This design comes from an exercise in tuning for small area on the open sky130 flow, not from production work.
Only simulation tests tie the RTL to the original design; equivalence was not proved.

Setup of rev 12:
==> flow/design.v <==
module gea_engine (
    input  wire        clk,
    input  wire        rst,           
    input  wire        cmd_valid,
    output wire        cmd_ready,
    input  wire [7:0]  cmd_op,
    input  wire [63:0] cmd_key,
    input  wire [31:0] cmd_iv,
    input  wire [31:0] cmd_arg,
    output wire        out_valid,
    input  wire        out_ready,
    output wire [31:0] out_data,
    output wire [1:0]  out_status,
    output wire        out_last
);
    localparam [7:0] OP_NEW1   = 8'h01;
    localparam [7:0] OP_NEW2   = 8'h02;
    localparam [7:0] OP_GEN    = 8'h03;
    localparam [7:0] OP_COMB   = 8'h04;
    localparam [7:0] OP_RDSEED = 8'h05;
    localparam [127:0] F_TABLE = 128'hfc1d2b0681aca94809e2de35f5b4dd9c;
    localparam [30:0] TM_A = 31'h1dd89b8d;
    localparam [31:0] TM_B = 32'h71c0f045;
    localparam [32:0] TM_C = 33'h50e6fa24;
    localparam [28:0] TM_D = 29'h0a59abf9;
    localparam [3:0] S_IDLE = 4'd0;
    localparam [3:0] S_CLR  = 4'd1;
    localparam [3:0] S_INIT = 4'd2;
    localparam [3:0] S_SEED = 4'd3;
    localparam [3:0] S_FIX  = 4'd4;
    localparam [3:0] S_FILL = 4'd5;
    localparam [3:0] S_GEN  = 4'd6;
    localparam [3:0] S_RDS  = 4'd7;
    localparam [3:0] S_LOAD = 4'd8;
    reg [3:0]  state;
    reg        phase;        
    reg        var2;         
    reg [96:0] ir;
    reg [31:0] ra, rb, rc, rd;
    reg        c32;
    reg [6:0]  ioff;
    reg [4:0]  lb;
    reg [8:0]  cnt;
    reg [31:0] rr;           
    reg        bor, rz, dreq, dact;
    reg        zacc, zv;
    reg [3:0]  nz;
    reg        ov;
    reg [31:0] od;
    reg [1:0]  os;
    reg        ol;
    assign out_valid  = ov;
    assign out_data   = od;
    assign out_status = os;
    assign out_last   = ol;
    wire st_idle = (state == S_IDLE);
    wire st_clr  = (state == S_CLR);
    wire st_init = (state == S_INIT);
    wire st_seed = (state == S_SEED);
    wire st_fix  = (state == S_FIX);
    wire st_fill = (state == S_FILL);
    wire st_gen  = (state == S_GEN);
    wire st_rds  = (state == S_RDS);
    wire st_load = (state == S_LOAD);
    wire op_new  = (cmd_op == OP_NEW1) || (cmd_op == OP_NEW2);
    wire op_gen  = (cmd_op == OP_GEN);
    wire op_comb = (cmd_op == OP_COMB);
    wire op_rds  = (cmd_op == OP_RDSEED);
    wire new_ok  = op_new && (cmd_arg[7:1] == 7'd0);
    wire gen_ok  = op_gen && phase;      
    wire rds_ok  = op_rds && phase;
    reg [1:0] fill_st;
    always @(*) begin
        if (op_new)
            fill_st = new_ok ? 2'd0 : 2'd1;
        else if (op_gen || op_rds)
            fill_st = phase ? 2'd0 : 2'd2;
        else if (op_comb)
            fill_st = cmd_arg[7] ? 2'd1 : 2'd0;
        else
            fill_st = 2'd3;
    end
    wire lb0 = (lb == 5'd0);
    reg [6:0] fx;
    always @(*) begin
        if (st_init)
            fx = var2 ? {ir[96], ir[83], ir[63], ir[57], ir[33], ir[18], ir[4]}
                      : {ir[63], ir[55], ir[42], ir[38], ir[22], ir[12], ir[3]};
        else if (st_fill)
            fx = cmd_arg[6:0];
        else if (lb == 5'd31)      
            fx = {rb[6], rb[22], rb[30], rb[2], rb[1], rb[28], rb[13]};
        else if (lb == 5'd30)      
            fx = {rc[6], rc[2], rc[21], rc[5], c32, rc[0], rc[12]};
        else if (lb == 5'd29)      
            fx = {rd[20], rd[30], rd[13], rd[3], rd[6], rd[26], rd[15]};
        else                       
            fx = {ra[7], ra[2], ra[25], ra[21], ra[13], ra[0], ra[22]};
    end
    wire fv = F_TABLE[fx];
    wire z      = zacc ^ fv;
    wire rfree  = st_gen && !ov && !cnt[5] && !dreq && !dact;
    wire gen_step = rfree && !rz && lb0 && zv;
    wire gen_zero = rfree && rz;
    wire gen_put  = st_gen && !ov && cnt[5] && !dreq && !dact;
    wire rds_zero = var2 && (cnt[6:0] > 7'd96);
    wire rds_sh   = st_rds && !ov && (rds_zero || (ioff == cnt[6:0]));
    wire fill_sh  = st_fill && !ov;
    wire sh       = gen_step || gen_zero || rds_sh || fill_sh;
    wire first    = (cnt[4:0] == 5'd0);
    wire din      = st_gen ? (gen_step & z)
                  : st_rds ? (ir[0] & !rds_zero)
                  : (first & op_comb & !cmd_arg[7] & fv);
    wire wend     = sh && (cnt[4:0] == 5'd31);
    wire rds_last = (cnt[5:0] == 6'd63) && (cnt[6] || !var2);
    assign cmd_ready = (st_idle && rds_ok) || (st_load && (rp == 5'd31)) || (st_fill && wend);
    wire fire = cmd_valid && cmd_ready;
    wire [96:0] mat = {cmd_key, cmd_arg[0], cmd_iv};
    wire [96:0] tok;
    genvar gi;
    generate
        for (gi = 0; gi < 97; gi = gi + 1) begin : g_tok
            if (gi == 0)      assign tok[gi] = c32;
            else if (gi < 33) assign tok[gi] = rc[32 - gi];
            else if (gi < 65) assign tok[gi] = rb[64 - gi];
            else              assign tok[gi] = ra[96 - gi];
        end
    endgenerate
    wire e_init = |(tok & mat);
    wire init_end = st_init && (cnt == (var2 ? 9'd290 : 9'd224));
    wire stp = st_seed || gen_step;
    wire ch  = st_clr || st_init;      
    wire inj = st_clr && (cnt == 9'd96);
    wire fixt = st_fix && cnt[5];
    wire ea = st_seed & (var2 ? ir[16] : ir[0]);
    wire eb = st_seed & (var2 ? ir[33] : ir[16]);
    wire ec = st_seed & (var2 ? ir[51] : ir[32]);
    wire ed = st_seed & ir[0];
    wire r0a = ra[0] ^ ea;
    wire r0b = rb[0] ^ eb;
    wire r0c = rc[0] ^ ec;
    wire r0d = rd[0] ^ ed;
    wire ga = stp & r0a;
    wire gb = stp & r0b;
    wire gc = stp & r0c;
    wire gd = stp & r0d;
    wire [31:0] ra_n = {ch ? rb[0] : ((ra[0] & !stp) | (fixt & !nz[0])),
                        stp ? r0a : ra[31], ra[30:1] ^ ({30{ga}} & TM_A[29:0])};
    wire [31:0] rb_n = {ch ? rc[0] : stp ? r0b : ((rb[0] | (fixt & !nz[1]))),
                        rb[31:1] ^ ({31{gb}} & TM_B[30:0])};
    wire [31:0] rc_n = {ch ? c32 : stp ? c32 : (rc[0] | (fixt & !nz[2])),
                        rc[31:1] ^ ({31{gc}} & TM_C[30:0])};
    wire        c32_n = ch ? inj : stp ? r0c : c32;
    wire [31:0] rd_n = {(rd[0] & !(ch | stp)) | (fixt & !nz[3]), rd[31:30],
                        stp ? r0d : rd[29], rd[28:1] ^ ({28{gd}} & TM_D[27:0])};
    wire [4:0] rp = lb + cnt[4:0];
    wire bcur = (rp == 5'd0) ? (dreq || st_load) : bor;
    wire rx   = st_load ? cmd_arg[rp] : rr[0];
    wire rin  = rx ^ bcur;
    wire din_i = st_init ? (ir[0] ^ fv ^ e_init) : (st_clr ? 1'b0 : ir[0]);
    wire [6:0] ilast = var2 ? 7'd96 : 7'd63;
    wire iwrap = (ioff == 7'd0);
    always @(posedge clk) begin
        ir <= {din_i, ir[96:65], var2 ? ir[64] : din_i, ir[63:1]};
        ra <= ra_n;
        rb <= rb_n;
        rc <= rc_n;
        c32 <= c32_n;
        rd <= rd_n;
        ioff <= (init_end || iwrap) ? ilast : ioff - 7'd1;
        lb <= init_end ? 5'd0 : stp ? lb : lb + 5'd1;
        zacc <= (lb == 5'd29) ? (fv & var2) : (zacc ^ fv);
        zv <= st_gen && ((lb == 5'd29) || (zv && !gen_step));
        nz <= (lb0 ? 4'd0 : nz) | {rd[0], rc[0] | c32, rb[0], ra[0]};
        if (sh)
            od <= {din, od[31:1]};
        rr <= {rin, rr[31:1]};
        bor <= bcur & !rx;
        if ((rp == 5'd31) && (st_load || dact))
            rz <= bcur & !rx;
        dreq <= gen_step || (dreq && (rp != 5'd0));
        dact <= (rp == 5'd0) ? dreq : (dact && (rp != 5'd31));
        if (rst) begin
            state <= S_IDLE;
            phase <= 1'b0;
            ov    <= 1'b0;
        end else begin
            if (ov && out_ready)
                ov <= 1'b0;
            case (state)
            S_IDLE: begin
                cnt <= 9'd0;
                if (cmd_valid) begin
                    if (new_ok) begin
                        var2  <= cmd_op[1];
                        state <= S_CLR;
                    end else if (gen_ok) begin
                        if (lb == 5'd31)
                            state <= S_LOAD;
                    end else if (rds_ok) begin
                        state <= S_RDS;
                    end else begin
                        state <= S_FILL;
                    end
                end
            end
            S_CLR: begin
                cnt <= cnt + 9'd1;
                if (cnt == 9'd96) begin
                    cnt   <= 9'd0;
                    state <= S_INIT;
                end
            end
            S_INIT: begin
                cnt <= cnt + 9'd1;
                if (init_end) begin
                    cnt   <= 9'd0;
                    state <= S_SEED;
                end
            end
            S_SEED: begin
                cnt <= cnt + 9'd1;
                if (cnt == (var2 ? 9'd96 : 9'd63)) begin
                    cnt   <= 9'd0;
                    state <= S_FIX;
                end
            end
            S_FIX: begin
                cnt <= cnt + 9'd1;
                if (fixt) begin
                    cnt   <= 9'd0;
                    state <= S_FILL;
                end
            end
            S_FILL: begin
                if (sh)
                    cnt <= cnt + 9'd1;
                if (wend) begin
                    ov <= 1'b1;
                    os <= fill_st;
                    ol <= 1'b1;
                    if (new_ok)
                        phase <= 1'b1;
                    state <= S_IDLE;
                end
            end
            S_LOAD: begin
                if (rp == 5'd31)
                    state <= S_GEN;
            end
            S_GEN: begin
                if (sh)
                    cnt <= cnt + 9'd1;
                if (gen_put) begin
                    cnt <= 9'd0;
                    ov <= 1'b1;
                    os <= 2'd0;
                    ol <= rz;
                    if (rz)
                        state <= S_IDLE;
                end
            end
            S_RDS: begin
                if (sh)
                    cnt <= cnt + 9'd1;
                if (wend) begin
                    ov <= 1'b1;
                    os <= 2'd0;
                    ol <= rds_last;
                    if (rds_last)
                        state <= S_IDLE;
                end
            end
            default: state <= S_IDLE;
            endcase
        end
    end
endmodule
export LEC_CHECK = 0
export CAP_MARGIN = 20
export CORE_MARGIN = 2
export CORE_UTILIZATION = 60
export PLACE_DENSITY = 0.75
export SLEW_MARGIN = 20
create_clock -name core_clock -period 5.0 [get_ports {clk}]
standard.sh (not shown) runs the stock make flow with config.mk's settings and CLKGATE_MAP_FILE= SYNTH_SCRIPT=/design/flow/synth_recipe.tcl, a recipe that flattens the netlist after the stock synthesis.
==> flow/flow/run.sh <==
#!/bin/bash
# The standard ORFS layout (standard.sh) with three changes:
#  * synthesis maps the logic with an area-oriented ABC script (abc_area.script
#    here, used in place of ORFS's abc_speed.script); everything else in
#    synthesis, including register mapping and naming, is ORFS's own;
#  * port buffers are buf_1 instead of the default choice;
#  * CTS uses clkbuf_4 clusters of up to 10 sinks and no dummy loads.
set -uo pipefail
HERE=$(pwd)
rm -rf "$HERE/scripts_area"
cp -r "$FLOW_HOME/scripts" "$HERE/scripts_area"
cp "$HERE/flow/abc_area.script" "$HERE/scripts_area/abc_speed.script"
export SCRIPTS_DIR="$HERE/scripts_area"
export BUFFER_PORTS_ARGS="-buffer_cell sky130_fd_sc_hd__buf_1"
export CTS_ARGS="-sink_clustering_enable -repair_clock_nets -buf_list sky130_fd_sc_hd__clkbuf_4 -sink_clustering_size 10 -sink_clustering_max_diameter 40 -dont_use_dummy_load"
bash standard.sh > standard.log 2>&1
==> flow/flow/abc_area.script <==
&get -n
&st
&dch
&nf -R 1000 -p -F 8 -A 4
&st
&dch
&nf -R 1000 -p -F 8 -A 4
&st
&dch
&nf -R 1000 -p -F 8 -A 4
&st
&dch
&nf -R 1000 -p -F 8 -A 4
&st
&dch
&nf -R 1000 -p -F 8 -A 4
&st
&dch
&nf -R 1000 -p -F 8 -A 4
&st
&dch
&nf -R 1000 -p -F 8 -A 4
&st
&dch
&nf -R 1000 -p -F 8 -A 4
&st
&dch
&nf -R 1000 -p -F 8 -A 4
&put
## Diff of input files: rev 13 against rev 12
-- flow/design.v --
<<< rev 12, line 33
    localparam [3:0] S_RDS  = 4'd7;
    localparam [3:0] S_LOAD = 4'd8;
    reg [3:0]  state;
    reg        phase;        
>>> rev 13, line 33
    localparam [3:0] S_RDS  = 4'd7;
    localparam [3:0] S_LOAD = 4'd8;
    localparam [3:0] S_LCLR = 4'd9;
    reg [3:0]  state;
    reg        phase;        
<<< rev 12, line 63
    wire st_rds  = (state == S_RDS);
    wire st_load = (state == S_LOAD);
    wire op_new  = (cmd_op == OP_NEW1) || (cmd_op == OP_NEW2);
    wire op_gen  = (cmd_op == OP_GEN);
>>> rev 13, line 64
    wire st_rds  = (state == S_RDS);
    wire st_load = (state == S_LOAD);
    wire st_lclr = (state == S_LCLR);
    wire op_new  = (cmd_op == OP_NEW1) || (cmd_op == OP_NEW2);
    wire op_gen  = (cmd_op == OP_GEN);
<<< rev 12, line 107
    wire rds_sh   = st_rds && !ov && (rds_zero || (ioff == cnt[6:0]));
    wire fill_sh  = st_fill && !ov;
    wire sh       = gen_step || gen_zero || rds_sh || fill_sh;
    wire first    = (cnt[4:0] == 5'd0);
    wire din      = st_gen ? (gen_step & z)
                  : st_rds ? (ir[0] & !rds_zero)
                  : (first & op_comb & !cmd_arg[7] & fv);
    wire wend     = sh && (cnt[4:0] == 5'd31);
    wire rds_last = (cnt[5:0] == 6'd63) && (cnt[6] || !var2);
>>> rev 13, line 109
    wire rds_sh   = st_rds && !ov && (rds_zero || (ioff == cnt[6:0]));
    wire fill_sh  = st_fill && !ov;
    wire lclr_sh  = st_lclr && !ov;
    wire inject   = cnt[5] && (lb == 5'd31);
    wire sh       = gen_step || gen_zero || rds_sh || fill_sh || lclr_sh || st_load;
    wire first    = (cnt[4:0] == 5'd0);
    wire din      = st_gen ? (gen_step & z)
                  : st_rds ? (ir[0] & !rds_zero)
                  : st_fill ? (first & op_comb & !cmd_arg[7] & fv)
                  : (st_lclr & inject);
    wire wend     = sh && (cnt[4:0] == 5'd31);
    wire rds_last = (cnt[5:0] == 6'd63) && (cnt[6] || !var2);
<<< rev 12, line 156
    wire [4:0] rp = lb + cnt[4:0];
    wire bcur = (rp == 5'd0) ? (dreq || st_load) : bor;
    wire rx   = st_load ? cmd_arg[rp] : rr[0];
    wire rin  = rx ^ bcur;
    wire din_i = st_init ? (ir[0] ^ fv ^ e_init) : (st_clr ? 1'b0 : ir[0]);
>>> rev 13, line 161
    wire [4:0] rp = lb + cnt[4:0];
    wire bcur = (rp == 5'd0) ? (dreq || st_load) : bor;
    wire [31:0] arg_rev;
    genvar ai;
    generate
        for (ai = 0; ai < 32; ai = ai + 1) begin : g_rev
            assign arg_rev[ai] = cmd_arg[31 - ai];
        end
    endgenerate
    wire rx   = st_load ? |(od & arg_rev) : rr[0];
    wire rin  = rx ^ bcur;
    wire din_i = st_init ? (ir[0] ^ fv ^ e_init) : (st_clr ? 1'b0 : ir[0]);
<<< rev 12, line 196
                        state <= S_CLR;
                    end else if (gen_ok) begin
                        if (lb == 5'd31)
                            state <= S_LOAD;
                    end else if (rds_ok) begin
                        state <= S_RDS;
>>> rev 13, line 208
                        state <= S_CLR;
                    end else if (gen_ok) begin
                        state <= S_LCLR;
                    end else if (rds_ok) begin
                        state <= S_RDS;
<<< rev 12, line 245
                end
            end
            S_LOAD: begin
                if (rp == 5'd31)
>>> rev 13, line 256
                end
            end
            S_LCLR: begin
                if (lclr_sh) begin
                    cnt <= cnt + 9'd1;
                    if (inject) begin
                        cnt   <= 9'd0;
                        state <= S_LOAD;
                    end
                end
            end
            S_LOAD: begin
                if (rp == 5'd31)
## What came out
[compare] base=rev 12 new=rev 13: maximum net fanout on the critical path down 10; post-route standard cell area excluding fillers down 1.0%; critical path depth up 10; antenna diode instance count up 1. Rev 12 → rev 13: placer's final routability congestion estimate -2.8%; post-layout minimum cycle time -0.29 ns; number of max-slew violations in the final report ~0 delta; sequential area share after synthesis +0.78 points. Rev 13 against rev 12: sequential share of layout area increased 0.60 points; met2 usage increased 2.9 points. Rev 12 has a higher total wire length after detailed routing than rev 13.

==> afterwards: timing with drivers on the ports <==
The results above use ideal ports. As a check the final layouts listed here were re-extracted and re-timed, cells and wires unchanged.
Step 1 assumes that a clkbuf_16 drives the clock port and a buf_2 every other input.
Step 2 times the ports against the registers' clock, not the clock port: input delays grow and output delays shrink by t, the midpoint of the rising clock arrivals with the driver on.
Slacks: ideal / step 1 / step 2; pairs: ideal / step 1.
run | t, ns | slack for setup (ns) | worst hold slack (ns) | worst setup path after step 2 | pins driven straight from the clock port
rev 12 | 0.652 | 0.275 / 0.237 / 0.630 | 0.272 / 0.272 / 0.272 | register to register | 1
rev 13 | 0.657 | 0.563 / 0.563 / 0.563 | 0.313 / 0.313 / 0.313 | register to register | 1
After both steps every run listed still meets setup and hold.
